This design comes from an exercise in tuning for small area, a short achievable clock period and few clock cycles per item on the open sky130 flow, not from production work.
At most, simulation tests tie the RTL to the original design; equivalence was not proved.

run a:
==> flow/design.v (excerpt) <==
module bidc_decoder (
    input  wire         clk,
    input  wire         rst,
    input  wire         in_valid,
    output wire         in_ready,
    input  wire [7:0]   in_len,
    input  wire [119:0] in_hex,
    output reg          out_valid,
    input  wire         out_ready,
    output wire [2:0]   out_status,
    output wire [11:0]  out_einfo,
    output wire [9:0]   out_cc,
    output wire [3:0]   out_tag,
    output wire [29:0]  out_mmsi,
    output wire [55:0]  out_text,
    output wire [2:0]   out_text_len,
    output wire [7:0]   out_sbn_char,
    output wire [44:0]  out_data,
    output wire [19:0]  out_serial,
    output wire [23:0]  out_addr,
    output wire [9:0]   out_cert,
    output wire [3:0]   out_btype,
    output wire [5:0]   out_num,
    output wire [1:0]   out_aux,
    output wire         out_has_cert,
    output wire         out_has_mmsi,
    output wire [1:0]   out_layout,
    output wire [11:0]  out_tac,
    output wire [11:0]  out_nrls
);
export LEC_CHECK = 0
export CAP_MARGIN = 20
export CORE_MARGIN = 2
export CORE_UTILIZATION = 30
export SLEW_MARGIN = 20
create_clock -name core_clock -period 15.0 [get_ports {clk}]
standard.sh (not shown) runs the stock make flow with config.mk's settings and CLKGATE_MAP_FILE= SYNTH_SCRIPT=/design/flow/synth_recipe.tcl, a recipe that flattens the netlist after the stock synthesis.
==> flow/flow/run.sh <==
#!/bin/bash
# Own layout flow: the standard flow (standard synthesis and ORFS steps) with
#  - port buffers of the plain buf_1 cell instead of the delay cell ORFS picks, and
#  - timing repair aiming at a setup slack of SETUP_SLACK_MARGIN ns.
# Each tool's full output goes to the ORFS logs under orfs/logs; make's own output
# goes to standard.log here.
set -euo pipefail
MARGIN=$(cat flow/margin.txt 2>/dev/null || echo 8)
bash standard.sh \
  "BUFFER_PORTS_ARGS=-buffer_cell sky130_fd_sc_hd__buf_1" \
  "SETUP_SLACK_MARGIN=$MARGIN" \
  finish > standard.log 2>&1
==> flow/flow/margin.txt <==
8
Testbench counts of run a, summed over its fixed seeds: cycles 16,008, items 16,000.
For run b, these inputs were changed with respect to run a:
diff --git a/flow/design.v b/flow/design.v
--- a/flow/design.v
+++ b/flow/design.v
@@ -150,23 +150,26 @@
         if (l_rls)  tag = 4'd12;
     end
     wire [5:0] dv;
     generate
         for (g = 0; g < 6; g = g + 1) begin : dg
             bidc_baudot_isdig d (.code(c[g]), .isdig(dv[g]));
         end
     endgenerate
     wire alldig = &dv;
     wire [6:0] sp;
-    assign sp[0] = (a[0] == 6'h24);
-    assign sp[1] = (a[1] == 6'h24);
-    assign sp[2] = (a[2] == 6'h24);
+    generate
+        for (g = 0; g < 3; g = g + 1) begin : spg
+            assign sp[g] = u_seru ? (fb[18 + 6*g +: 6] == 6'h24) :
+                           l_sst5 ? (fb[15 + 5*g +: 5] == 5'h04) : (c[g] == 6'h24);
+        end
+    endgenerate
     assign sp[3] = (c[3] == 6'h24);
     assign sp[4] = am ? (c[4] == 6'h24) : (bd[0] == 4'hA);
     assign sp[5] = am ? (c[5] == 6'h24) : (bd[1] == 4'hA);
     assign sp[6] = u_avu ? (c[6] == 6'h24) : u_mau ? 1'b1 : (bd[2] == 4'hA);
     wire trim = !m3;
     reg [6:0] lead;      
     reg [6:0] keep;      
     reg [6:0] tail;      
     always @(*) begin
         lead[0] = trim && sp[0];
@@ -793,50 +796,48 @@
     wire [2:0]  d_first;
     wire [6:0]  d_tkeep;
     wire [19:0] d_sfx;
     wire        d_mmsi_on;
     bidc_decode_in u_in (
         .fb(fr), .fs(fs), .finfo(finfo),
         .status(d_status), .einfo(d_einfo), .tag(d_tag), .first(d_first), .tkeep(d_tkeep),
         .sfx(d_sfx), .mmsi_on(d_mmsi_on));
     reg [0:59] r_fb;
     reg [2:0]  r_status;
-    reg [11:0] r_einfo;
     reg [3:0]  r_tag;
     reg [2:0]  r_first;
     reg [6:0]  r_tkeep;
     reg [19:0] r_sfx;
     reg        r_mmsi_on;
     wire accept = in_valid && in_ready;
     assign in_ready = !out_valid || out_ready;
     always @(posedge clk) begin
         if (rst) begin
             out_valid <= 1'b0;
         end else if (accept) begin
             out_valid <= 1'b1;
         end else if (out_ready) begin
             out_valid <= 1'b0;
         end
     end
     always @(posedge clk) begin
         if (in_ready) begin
-            r_fb      <= fr;
+            r_fb      <= {fr[0:47], (d_status != 3'd0) ? d_einfo : fr[48:59]};
             r_status  <= d_status;
-            r_einfo   <= d_einfo;
             r_tag     <= d_tag;
             r_first   <= d_first;
             r_tkeep   <= d_tkeep;
             r_sfx     <= d_sfx;
             r_mmsi_on <= d_mmsi_on;
         end
     end
     assign out_status = r_status;
-    assign out_einfo  = r_einfo;
+    assign out_einfo  = (r_status != 3'd0) ? r_fb[48:59] : 12'd0;
     bidc_decode_out u_out (
         .fb(r_fb), .status(r_status), .rtag(r_tag), .first(r_first), .tkeep(r_tkeep),
         .sfx(r_sfx), .mmsi_on(r_mmsi_on),
         .cc_o(out_cc), .tag(out_tag), .mmsi(out_mmsi), .text(out_text),
         .text_len(out_text_len), .sbn_char(out_sbn_char), .data(out_data),
         .serial(out_serial), .addr(out_addr), .cert(out_cert), .btype(out_btype),
         .num(out_num), .aux(out_aux), .has_cert(out_has_cert), .has_mmsi(out_has_mmsi),
         .layout(out_layout), .tac(out_tac), .nrls(out_nrls));
 endmodule
Results
- Of the two values seen for end point of the critical path, r_sfx[18]$_DFFE_PN_ was produced by run a and out_mmsi[29] by run b.
- The share of synthesized cell area in and, or, nand and nor gates reported for run b is greater than that of run a by 0.17 points.
- Against run a, run b comes in 7 lower on critical path depth.
- Measured against each other, run b and run a differ in number of buffers and inverters on the critical path, the higher figure coming from run a.
- Of run b and run a, the run reporting the lower number of flops mapped to enable cells by yosys was run b.
- Run b: PASS, flow complete, no timing, DRC or antenna violations
- Summary of run b over run a: layout overhead on the synthesized area rose by 0.44 points; global-route met2 utilization higher.
No functional check of the RTL was part of run b.

==> static timing again, ports no longer ideal <==
In the flow no input, the clock included, has a driving cell. The finished layouts below were timed again as built, in two steps. Step 1: set_driving_cell puts a clkbuf_16 on clk and a buf_2 on each other input, an assumption about the parent block. Step 2 moves the port delays by t, midway between the first and last clock arrival at a register: inputs arrive t later, outputs are due t later. That takes back most of the time a late clock gives input paths. a / b / c = ideal / step 1 / step 2; a / b = the first two.
run | shift t [ns] | setup WS [ns] | worst setup path at the end | latest minus earliest clock arrival (ns) | pins driven straight from the clock port
run a | 0.432 | 8.008 / 7.974 / 7.612 | input to register | 0.028 / 0.027 | 1
run b | 0.421 | 7.881 / 7.826 / 7.606 | input to register | 0.015 / 0.014 | 1
After both steps every run listed still meets setup and hold. For run a, which loses most, drivers alone change the setup slack by -0.034 ns; drivers and shift together by -0.396 ns.
